This is an optimization exercise on Yosys and OpenROAD, whose aim is small area and few clock cycles, not a production implementation.
Only simulation tests tie the RTL to the original design; equivalence was not proved.
Power and IR drop assume default switching activity.

## flow/flow/run.sh

```bash
#!/bin/bash
# The standard layout (standard.sh, ORFS's own scripts) with two changes:
#  - ABC maps the logic with an area-oriented script (flow/abc.script) in
#    place of abc_speed.script; everything else in synthesis is unchanged,
#    so the registers are the standard synthesis's;
#  - the port buffers are the smallest buffer cell (buf_1) instead of the
#    delay buffer buffer_ports picks by default. Every port still gets one.
# Output: make's log in standard.log, each step's log under orfs/logs/.
set -euo pipefail
here="$(cd "$(dirname "$0")" && pwd)"
rm -rf scripts
cp -r "$FLOW_HOME/scripts" scripts
cp "$here/abc.script" scripts/abc_speed.script
export BUFFER_PORTS_ARGS="-buffer_cell sky130_fd_sc_hd__buf_1"
bash standard.sh SCRIPTS_DIR="$PWD/scripts" finish > standard.log 2>&1
```

## flow/flow/abc.script

```
strash
&get -n
&st
&synch2
&if -K 6 -a
&mfs
&st
&synch2
&if -K 6 -a
&mfs
&st
&dch
&nf -a
&put
topo
stime -c
```

## flow/standard.sh

```bash
#!/bin/bash
# synth_recipe.tcl (not shown) runs the flow's synth.tcl, then flattens the netlist and writes it again
# the make line also repeats each setting of config.mk as NAME=value (left out here)
make -C /OpenROAD-flow-scripts/flow DESIGN_CONFIG=/design/flow/config.mk WORK_HOME=/design/flow/orfs CLKGATE_MAP_FILE= SYNTH_SCRIPT=/design/flow/synth_recipe.tcl "${@:-finish}"
```

## flow/config.mk

```make
export PLATFORM = sky130hd
export DESIGN_NAME = mode_engine
export DESIGN_NICKNAME = mode_engine
export VERILOG_FILES = /design/flow/design.v
export SDC_FILE = /design/flow/constraint.sdc
export NUM_CORES = 4
export LEC_CHECK = 0
export CAP_MARGIN = 20
export CORE_AREA = 10 10 510 510
export CTS_BUF_LIST = sky130_fd_sc_hd__clkbuf_8 sky130_fd_sc_hd__clkbuf_16
export CTS_CLUSTER_DIAMETER = 120
export CTS_CLUSTER_SIZE = 24
export DIE_AREA = 0 0 520 520
export SLEW_MARGIN = 40
```

## flow/constraint.sdc

```tcl
create_clock -name core_clock -period 10.0 [get_ports {clk}]
set_input_delay 2.0000 -clock core_clock [delete_from_list [all_inputs] [get_ports {clk}]]
set_output_delay 2.0000 -clock core_clock [all_outputs]
set_load 0.01 [all_outputs]
```

## flow/design.v

```verilog
module mode_engine (
    input  wire         clk,
    input  wire         rst,           
    input  wire         cmd_valid,
    output wire         cmd_ready,
    input  wire [31:0]  cmd_word,
    input  wire [31:0]  len,
    input  wire [31:0]  aad_len,
    input  wire [127:0] iv,
    input  wire [127:0] tag_in,
    input  wire [7:0]   ksd,
    input  wire [7:0]   kst,
    input  wire [7:0]   ght,
    output wire         done,
    output wire [3:0]   result,
    output wire [127:0] tag_out,
    output wire         in_ready,
    input  wire         in_valid,
    input  wire [127:0] in_data,
    output wire         out_valid,
    output wire [127:0] out_data,
    output wire         bc_req,
    output wire         bc_dec,
    output wire [7:0]   bc_key,
    output wire [127:0] bc_in,
    input  wire         bc_ack,
    input  wire [127:0] bc_out,
    output wire         gh_req,
    output wire [7:0]   gh_key,
    output wire [127:0] gh_acc,
    output wire [127:0] gh_data,
    input  wire         gh_ack,
    input  wire [127:0] gh_out
);
    localparam [3:0] R_OK       = 4'h1;
    localparam [3:0] R_TAGGED   = 4'h2;
    localparam [3:0] R_VERIFIED = 4'h3;
    localparam [3:0] R_ERR_LEN  = 4'h8;
    localparam [3:0] R_ERR_AUTH = 4'h9;
    localparam [3:0] R_ERR_ILL  = 4'hA;
    localparam [2:0] S_IDLE  = 3'd0;
    localparam [2:0] S_DONE  = 3'd1;
    localparam [2:0] S_ERR   = 3'd2;    
    localparam [2:0] S_TWK   = 3'd3;    
    localparam [2:0] S_FETCH = 3'd4;    
    localparam [2:0] S_RUN   = 3'd5;    
    localparam [2:0] S_GCM   = 3'd6;
    localparam [1:0] P_AAD = 2'd0;      
    localparam [1:0] P_DAT = 2'd1;      
    localparam [1:0] P_LEN = 2'd2;      
    localparam [1:0] P_REL = 2'd3;      
    reg  [2:0]   state;
    reg  [1:0]   ph;
    reg          yp;        
    reg          fl;        
    reg          ekq;       
    reg          ekh;       
    reg          bcr;
    reg          ghr;
    reg  [28:0]  ctr;       
    reg  [3:0]   res;
    reg  [127:0] X;
    reg  [127:0] Y;
    wire       legal  = (cmd_word[31:3] == 29'h0) && (cmd_word[1:0] != 2'd0);
    wire       dir    = cmd_word[2];
    wire       is_cbc = (cmd_word[1:0] == 2'd1);
    wire       is_xts = (cmd_word[1:0] == 2'd2);
    wire       is_gcm = (cmd_word[1:0] == 2'd3);
    wire       len_nz = (len != 32'h0);
    wire       aad_nz = (aad_len != 32'h0);
    wire       lenbad = !len_nz || (len[3:0] != 4'h0);
    wire       idle   = (state == S_IDLE) || (state == S_DONE);
    wire       gcm    = (state == S_GCM);
    wire       bca    = bc_ack && bcr;
    wire       gha    = gh_ack && ghr;
    reg         last;
    wire [3:0]  L4    = (gcm && ph == P_AAD) ? aad_len[3:0] : len[3:0];
    wire        part  = last && (L4 != 4'h0);
    reg  [127:0] M;
    integer i;
    always @* begin
        for (i = 0; i < 16; i = i + 1)
            M[127 - 8*i -: 8] = (!part || (i < L4)) ? 8'hff : 8'h00;
    end
    function [127:0] dbl;
        input [127:0] t;
        reg   [127:0] v;
        integer k;
        begin
            for (k = 0; k < 16; k = k + 1)
                v[8*k +: 8] = t[127 - 8*k -: 8];
            v = {v[126:0], 1'b0} ^ (v[127] ? 128'h87 : 128'h0);
            for (k = 0; k < 16; k = k + 1)
                dbl[127 - 8*k -: 8] = v[8*k +: 8];
        end
    endfunction
    wire [127:0] dblY   = dbl(Y);
    wire [127:0] lenblk = {29'h0, aad_len, 3'h0, 29'h0, len, 3'h0};
    wire         gout = gcm && (ph == P_DAT || ph == P_REL) && !ekq;
    wire [127:0] G    = {128{bca}} & (gout ? M : {128{1'b1}});
    wire [127:0] oex  = (bc_out & G) ^ Y;
    wire         tag_ok = (X == 128'h0);
    wire gin = gcm && (ph != P_LEN) && !fl && !yp && (!ghr || gha);
    wire rin = bca && ((state == S_RUN && !last) || state == S_TWK);
    assign cmd_ready = idle;
    assign done      = (state == S_DONE);
    assign result    = res;
    assign tag_out   = X;
    assign in_ready  = (state == S_FETCH) || rin || gin;
    assign out_valid = bca && ((state == S_RUN) || (gcm && yp));
    assign out_data  = oex;
    assign bc_req = bcr;
    assign bc_dec = dir && (state == S_RUN);
    assign bc_key = (state == S_TWK) ? kst : ksd;
    assign bc_in  = (X & {128{state == S_RUN}}) |
                    ({iv[127:64], iv[63:32] & {32{gcm}}, 3'h0, ctr & {29{gcm}}} &
                     {128{state == S_TWK || gcm}});
    assign gh_req  = ghr;
    assign gh_key  = ght;
    assign gh_acc  = X & {128{gcm}};
    assign gh_data = (gcm && ph == P_LEN) ? lenblk : Y;
    reg xen, xa_in, xa_gh, xz_y, xz_bc, xz_dbl;
    reg yen, ys_in, ys_o, ys_x, ys_dbl, ys_iv, ys_tag;
    reg fin, fin_tag;
    reg [2:0]  n_state;
    reg [1:0]  n_ph;
    reg        n_yp, n_fl, n_ekq, n_ekh, n_bcr, n_ghr;
    reg [28:0] n_ctr;
    reg [3:0]  n_res;
    wire take = in_ready && in_valid;
    always @* begin
        xen = 1'b0; xa_in = 1'b0; xa_gh = 1'b0; xz_y = 1'b0; xz_bc = 1'b0; xz_dbl = 1'b0;
        yen = 1'b0; ys_in = 1'b0; ys_o = 1'b0; ys_x = 1'b0; ys_dbl = 1'b0; ys_iv = 1'b0; ys_tag = 1'b0;
        fin = 1'b0; fin_tag = 1'b0;
        n_state = state; n_ph = ph; n_yp = yp; n_fl = fl; n_ekq = ekq; n_ekh = ekh;
        n_bcr = bcr; n_ghr = ghr; n_ctr = ctr; n_res = res;
        case (state)
        S_IDLE, S_DONE: begin
            if (cmd_valid) begin
                n_ctr = 29'd2;
                if (!legal || (!is_gcm && lenbad)) begin
                    n_state = S_ERR;
                end else if (is_cbc) begin
                    yen = 1'b1; ys_iv = 1'b1;
                    n_state = S_FETCH;
                end else if (is_xts) begin
                    n_bcr = 1'b1;
                    n_state = S_TWK;
                end else begin
                    xen = 1'b1;                      
                    n_state = S_GCM;
                    if (aad_nz) begin
                        n_ph = P_AAD;
                    end else if (len_nz) begin
                        n_ph  = P_DAT;
                        n_bcr = !dir;
                    end else begin
                        n_ph  = P_LEN;
                        n_ctr = 29'd1;
                        n_bcr = 1'b1;
                        n_ekq = 1'b1;
                        n_ghr = 1'b1;
                        yen = dir; ys_tag = 1'b1;
                    end
                end
            end
        end
        S_ERR: begin
            n_res   = legal ? R_ERR_LEN : R_ERR_ILL;
            n_ctr   = 29'd0;
            n_state = S_DONE;
        end
        S_FETCH: begin
            if (in_valid) begin
                xen = 1'b1; xa_in = 1'b1; xz_y = !(is_cbc && dir);
                if (is_cbc && !dir) yen = 1'b1;      
                n_bcr   = 1'b1;
                n_state = S_RUN;
            end
        end
        S_TWK: begin
            if (bca) begin
                yen = 1'b1; ys_o = 1'b1;             
                if (in_valid) begin
                    xen = 1'b1; xa_in = 1'b1; xz_bc = 1'b1;
                    n_state = S_RUN;
                end else begin
                    n_bcr   = 1'b0;
                    n_state = S_FETCH;
                end
            end
        end
        S_RUN: begin
            if (bca) begin
                if (last) begin
                    n_res = R_OK;
                    fin   = 1'b1;
                end else begin
                    n_ctr = ctr + 29'd1;
                    if (is_cbc && !dir) begin
                        if (!in_valid) begin yen = 1'b1; ys_o = 1'b1; end
                    end else if (is_cbc) begin
                        yen = 1'b1; ys_x = 1'b1;
                    end else begin
                        yen = 1'b1; ys_dbl = 1'b1;
                    end
                    if (in_valid) begin
                        xen = 1'b1; xa_in = 1'b1;
                        xz_bc  = is_cbc && !dir;
                        xz_dbl = is_xts;
                    end else begin
                        n_bcr   = 1'b0;
                        n_state = S_FETCH;
                    end
                end
            end
        end
        S_GCM: begin
            if (take) begin
                yen = 1'b1; ys_in = 1'b1;
                if (ph == P_AAD || (ph == P_DAT && dir)) begin
                    n_ghr = 1'b1;
                    n_ctr = ctr + 29'd1;
                    if (last) begin
                        n_fl = 1'b1;
                        if (ph == P_AAD && len_nz) begin
                            n_ctr = 29'd2;
                            n_bcr = !dir;
                        end else begin
                            n_ctr = 29'd1;
                            n_bcr = 1'b1;
                            n_ekq = 1'b1;
                        end
                    end
                end else begin
                    n_yp = 1'b1;
                    if (last) n_fl = 1'b1;
                end
            end
            if (gha) begin
                if (ph == P_LEN) begin
                    if (ekh) begin
                        n_ghr = 1'b0;
                        xen = 1'b1; xa_gh = 1'b1; xz_y = 1'b1;    
                        if (!dir) begin
                            n_res = R_TAGGED;
                            fin = 1'b1; fin_tag = 1'b1;
                        end
                    end
                end else begin
                    xen = 1'b1; xa_gh = 1'b1;
                    if (!(take && (ph == P_AAD || dir))) n_ghr = 1'b0;
                    if (fl && !yp) begin
                        n_fl = 1'b0;
                        if (ph == P_AAD && len_nz) begin
                            n_ph = P_DAT;
                        end else begin
                            n_ph  = P_LEN;
                            n_ghr = 1'b1;
                            yen   = 1'b1;                    
                            ys_tag = dir;
                        end
                    end
                end
            end
            if (ph == P_LEN && ekh && !ghr) begin
                if (!tag_ok) begin
                    if (!bcr || bca) begin
                        n_res = R_ERR_AUTH;
                        fin = 1'b1;
                    end
                end else if (!len_nz) begin
                    n_res = R_VERIFIED;
                    fin = 1'b1;
                end else begin
                    xen = 1'b1;                                  
                    yen = 1'b1;
                    n_ph  = P_REL;                   
                    n_ekh = 1'b0;
                    n_fl  = 1'b0;
                end
            end
            if (bca) begin
                if (ekq) begin
                    if (ph == P_LEN) begin
                        yen = 1'b1; ys_o = 1'b1;             
                        n_ekh = 1'b1;
                        n_ekq = 1'b0;
                        n_ctr = 29'd2;
                        n_bcr = dir && len_nz;
                    end
                end else if (yp) begin
                    n_yp = 1'b0;
                    if (ph == P_DAT) begin
                        yen = 1'b1; ys_o = 1'b1;             
                        n_ghr = 1'b1;
                        if (fl) begin
                            n_ctr = 29'd1;
                            n_ekq = 1'b1;
                        end else begin
                            n_ctr = ctr + 29'd1;
                        end
                    end else begin
                        if (fl) begin
                            n_res = R_VERIFIED;
                            fin   = 1'b1;
                        end else begin
                            n_ctr = ctr + 29'd1;
                        end
                    end
                end
            end
        end
        default: n_state = S_IDLE;
        endcase
        if (fin) begin
            n_state = S_DONE;
            n_ph = P_AAD; n_yp = 1'b0; n_fl = 1'b0; n_ekq = 1'b0; n_ekh = 1'b0;
            n_bcr = 1'b0; n_ghr = 1'b0; n_ctr = 29'd0;
            if (!fin_tag) begin
                xen = 1'b1; xa_in = 1'b0; xa_gh = 1'b0;
                xz_y = 1'b0; xz_bc = 1'b0; xz_dbl = 1'b0;
            end
            yen = 1'b1; ys_in = 1'b0; ys_o = 1'b0; ys_x = 1'b0; ys_dbl = 1'b0; ys_iv = 1'b0; ys_tag = 1'b0;
        end
        if (rst) begin
            n_state = S_IDLE;
            n_ph = P_AAD; n_yp = 1'b0; n_fl = 1'b0; n_ekq = 1'b0; n_ekh = 1'b0;
            n_bcr = 1'b0; n_ghr = 1'b0; n_ctr = 29'd0; n_res = 4'h0;
            xen = 1'b1; xa_in = 1'b0; xa_gh = 1'b0; xz_y = 1'b0; xz_bc = 1'b0; xz_dbl = 1'b0;
            yen = 1'b1; ys_in = 1'b0; ys_o = 1'b0; ys_x = 1'b0; ys_dbl = 1'b0; ys_iv = 1'b0; ys_tag = 1'b0;
        end
    end
    wire [31:0] nL = (n_state == S_GCM && n_ph == P_AAD) ? aad_len : len;
    wire [28:0] nT = {1'b0, nL[31:4]} + ((nL[3:0] != 4'h0) ? 29'd2 : 29'd1);
    wire [127:0] xa = (in_data & {128{xen & xa_in}}) | (gh_out & {128{xen & xa_gh}}) |
                      (X & {128{!xen}});
    wire [127:0] xz = (Y & {128{xen & xz_y}}) | (bc_out & {128{xen & xz_bc}}) |
                      (dblY & {128{xen & xz_dbl}});
    wire [127:0] yn = (in_data & M & {128{yen & ys_in}}) | (oex & {128{yen & ys_o}}) |
                      (X & {128{yen & ys_x}}) | (dblY & {128{yen & ys_dbl}}) |
                      (iv & {128{yen & ys_iv}}) | (tag_in & {128{yen & ys_tag}}) |
                      (Y & {128{!yen}});
    always @(posedge clk) begin
        state <= n_state;
        ph    <= n_ph;
        yp    <= n_yp;
        fl    <= n_fl;
        ekq   <= n_ekq;
        ekh   <= n_ekh;
        bcr   <= n_bcr;
        ghr   <= n_ghr;
        ctr   <= n_ctr;
        last  <= (n_ctr == nT);
        res   <= n_res;
        X     <= xa ^ xz;
        Y     <= yn;
    end
endmodule
```

==> summary.txt <==
[cell families (layout without fill, tap and decap cells)]
family | count (synthesis) | in the layout | share of synthesized area [%]
mux | 108 | 108 | 5.10
other cells | 0 | 166 | 0
fa+ha+maj | 9 | 9 | 0.524
simple gates | 1006 | 1006 | 21.6
buf+inv | 30 | 1679 | 0.622
flops | 301 | 301 | 26.3
xor+xnor | 303 | 303 | 11.6
compound gates | 879 | 879 | 34.3
[power by group]
part           switching (mW)  internal (mW)  leakage [nW]
Sequential              0.123           1.24          2.45
Combinational           0.599          0.228          8.21
Clock                   0.850          0.669         0.591
[registers in the layout (all words and copies together), names as in the netlist]
signal / count
X: 128
Y: 128
bcr: 1
ctr: 29
ekh: 1
ekq: 1
fl: 1
ghr: 1
last: 1
ph: 2
res: 4
state: 3
yp: 1
[worst register-to-register path: stages (launching register included)]
cell and delay, ns:
dfxtp_1 0.49, nor4_2 0.74, nand4_1 0.67, nor4_2 0.47, buf_4 0.20, nand2_1 0.29
o21ai_0 0.36, a21o_1 0.31, nand4_1 0.22, nor4_4 0.52, buf_4 0.33, nor2b_1 0.08
a21oi_1 0.28, fa_1 0.31, o2111ai_1 0.39, or4_1 0.75, o31ai_1 0.29, o2111ai_1 0.19
or4_1 0.58, nor3_1 0.14
[placed cells by master (no fill, tap or decap), types with 36 or more instances in the layout]
cell,synthesis,final
buf_1,0,1406
a222oi_1,470,470
nand2_1,384,379
dfxtp_1,301,294
buf_4,8,169
a22o_1,168,168
diode_2,0,166
xnor2_1,159,159
xor2_1,144,144
and3_1,142,142
nand3_1,122,121
nor2_1,98,93
and2_0,74,71
mux2_1,71,71
nor4_1,67,51
a221oi_1,43,43
o21ai_0,45,42
a21oi_1,46,41
mux2i_1,37,36
[layer usage]
layer  wire length [um]  share of wire (%)  global-route usage [%]
met5               1110               0.31                       0
met4              16100                4.5                    9.68
met3              51600                 14                    13.4
met2             156000                 44                    38.1
met1             133000                 37                    28.1
[final cells by class]
| cell class | count | share of cell area [%] |
|---|---|---|
| inverter | 22 | 0.230 |
| antenna | 166 | 1.16 |
| clock buffer | 33 | 2.27 |
| sequential | 301 | 16.8 |
| clock inverter | 23 | 1.11 |
| tap | 3330 | 11.6 |
| multi-input combinational | 2305 | 47.7 |
| timing repair buffer | 1601 | 19.1 |
[worst min path at each step]
stage	to	depth (start not counted)
finish	res[3]	2
global placement	res[3]	2
floorplan	ekh	2
global route	res[2]	1
detailed placement	res[2]	1
CTS	res[2]	1
[metrics by stage]
step / TNS, ns / utilization, % / setup WS [ns]
5_1_grt: 0 / 14.4 / 1.50
3_3_place_gp: 0 / 13.7 / 0.601
3_5_place_dp: 0 / 13.8 / 1.30
2_1_floorplan: -272.96 / - / -1.32
4_1_cts: 0 / 14.3 / 2.03
6_report: 0 / 14.4 / 1.98
==> impl_metrics.json <==
{
  "gr-usage-all-layers_pct": 24.6,
  "ant_nets": 0,
  "final-max-slew-violation-count": 0,
  "hold_viol": 0,
  "crit_chain": "buf_1 > buf_4 > nor4_1 > nand4_1 > nor2_1 > nor3_1 > o41a_1 > a211oi_1 > nand4b_1 > nor4_4 > buf_4 > nor2b_1 > a21oi_1 > fa_1 > o2111ai_1 > or4_1 > o31ai_1 > o2111ai_1 > or4_1 > nor3_1",
  "syn_to_final_growth_pct": 56.7,
  "ys_warn_count": 1,
  "fmax_ghz": 0.125,
  "wire_per_inst_um": 46.0,
  "synth_common_cells": "a222oi_1, nand2_1, dfxtp_1",
  "syn_inst": 2636,
  "crit_slowest_cell": "or4_1",
  "synth_area_leaders": "dfxtp_1, a222oi_1, a22o_1",
  "leakage_nw": 11.3,
  "finalInstanceArea_um2": 35900,
  "hp-class": "flop to flop",
  "insertion_delay_ns": 0.77,
  "cp_num_buf_inv": 3,
  "die-area_um2": 270000,
  "cpPeakStageDelay_ns": 0.74,
  "rsz0062_at_grt": "no",
  "synth_top_area_share_pct": 26.3,
  "worst_pin_slew_ns": 1.06,
  "grt_pass1_wl_um": 435000,
  "final-seq-area_um2": 6040,
  "synth_seq_cells": 301,
  "clk_pin_slew_ns": 0.10,
  "nFillCells": 28976,
  "reg2reg_depth": 19,
  "crit_path_start_kind": "input pin",
  "cts_tree": "built",
  "postCtsSetupRepairBufs": 0,
  "initial_core_util_pct": 9.22,
  "multi_input_area_um2": 17100,
  "cts_max_path_buffers": 3,
  "synth_cell_types": 62,
  "final_nets": 5037,
  "cts_made_buffers": 31,
  "hp-start": "res[3]",
  "port_buffers": 1416,
  "cts_root_buf": "clkbuf_16",
  "htree_num_levels": 1,
  "synth_edf_count": 0,
  "worstSetupPathDepth": 20,
  "hold_slack_ns": 0.490,
  "p_per_area_nw_per_um2": 103,
  "finalSetupViolCount": 0,
  "dpl_cell_area_um2": 34300,
  "die_y_um": 520,
  "synth.avg_cell_area_um2": 8.69,
  "crit_required_ns": 10.64,
  "crit_type": "input pin to flop",
  "synth_area_um2": 22900,
  "synth_nets": 3411,
  "drive_above_1_share_pct": 7.19,
  "end_kind": "flop",
  "grt_pass1_vias": 34911,
  "first_pass_iters": 12,
  "cp_top_family": "simple AND/OR/NAND/NOR gates",
  "arrival_ns": 8.66,
  "yosysMostFrequentCell": "a222oi_1",
  "layout.cells.non_filler": 7781,
  "cp_max_fo": 15,
  "place_congestion": 0.986,
  "max_cap_violations": 0,
  "grt_max_degree": 80,
  "async_flop_share_pct": 0,
  "crit_start": "len[8]",
  "period_share_pct": 80.2,
  "status": "complete, no violations",
  "vias": 38576,
  "synth_top_area_cell": "dfxtp_1",
  "wirelength_um": 358000,
  "seq_area_frac_synth_pct": 26.3,
  "skew_ns": 0.0719,
  "vdd_drop_max_v": 0.000180,
  "rr_endpoint": "last",
  "cts_num_sinks": 301,
  "cts_hold_buf": 0,
  "overflow": 0,
  "post_drt_via_cell_ratio": 4.96,
  "slew_headroom_pct": 28.8,
  "reg2reg_from": "X[24]",
  "num_io_pins": 1433,
  "core_um2": 249000,
  "dp_hpwl_um": 300000,
  "p_total_mw": 3.71,
  "die_width_um": 520,
  "grt_antenna_before_repair": 309,
  "period_needed_ns": 8.02,
  "cts_resized": 0,
  "critPathCapture": "last",
  "synthFlopType": "dfxtp_1",
  "regToRegSetupSlack_ns": 2.35,
  "dpl.cell_count": 7557,
  "rows": 183,
  "drt-initial-drc-count": 8366,
  "drc": 0
}
Testbench counts, summed over its fixed seeds: cycles 35,847.

==> separate check: timing with driven ports <==
No port has a modelled driver above. Below, the same layout with a new extraction and two added sets of constraints.
Step 1 assumes that a clkbuf_16 drives the clock port and a buf_2 every other input.
Step 2 also shifts input and output timing later by t, the mid clock arrival at the registers, as if the neighbouring blocks saw the same clock.
a / b / c = no drivers / after step 1 / after step 2; a / b = the first two.
t (ns): 0.815
setup slack, ns: 1.977 / 1.995 / 1.180
hold slack, ns: 0.490 / 0.490 / 0.490
worst slew at a driven data input, ns: 0.47
After both steps this run still meets setup and hold. The setup slack of this run moves by +0.018 ns with the drivers and by -0.797 ns with both steps.
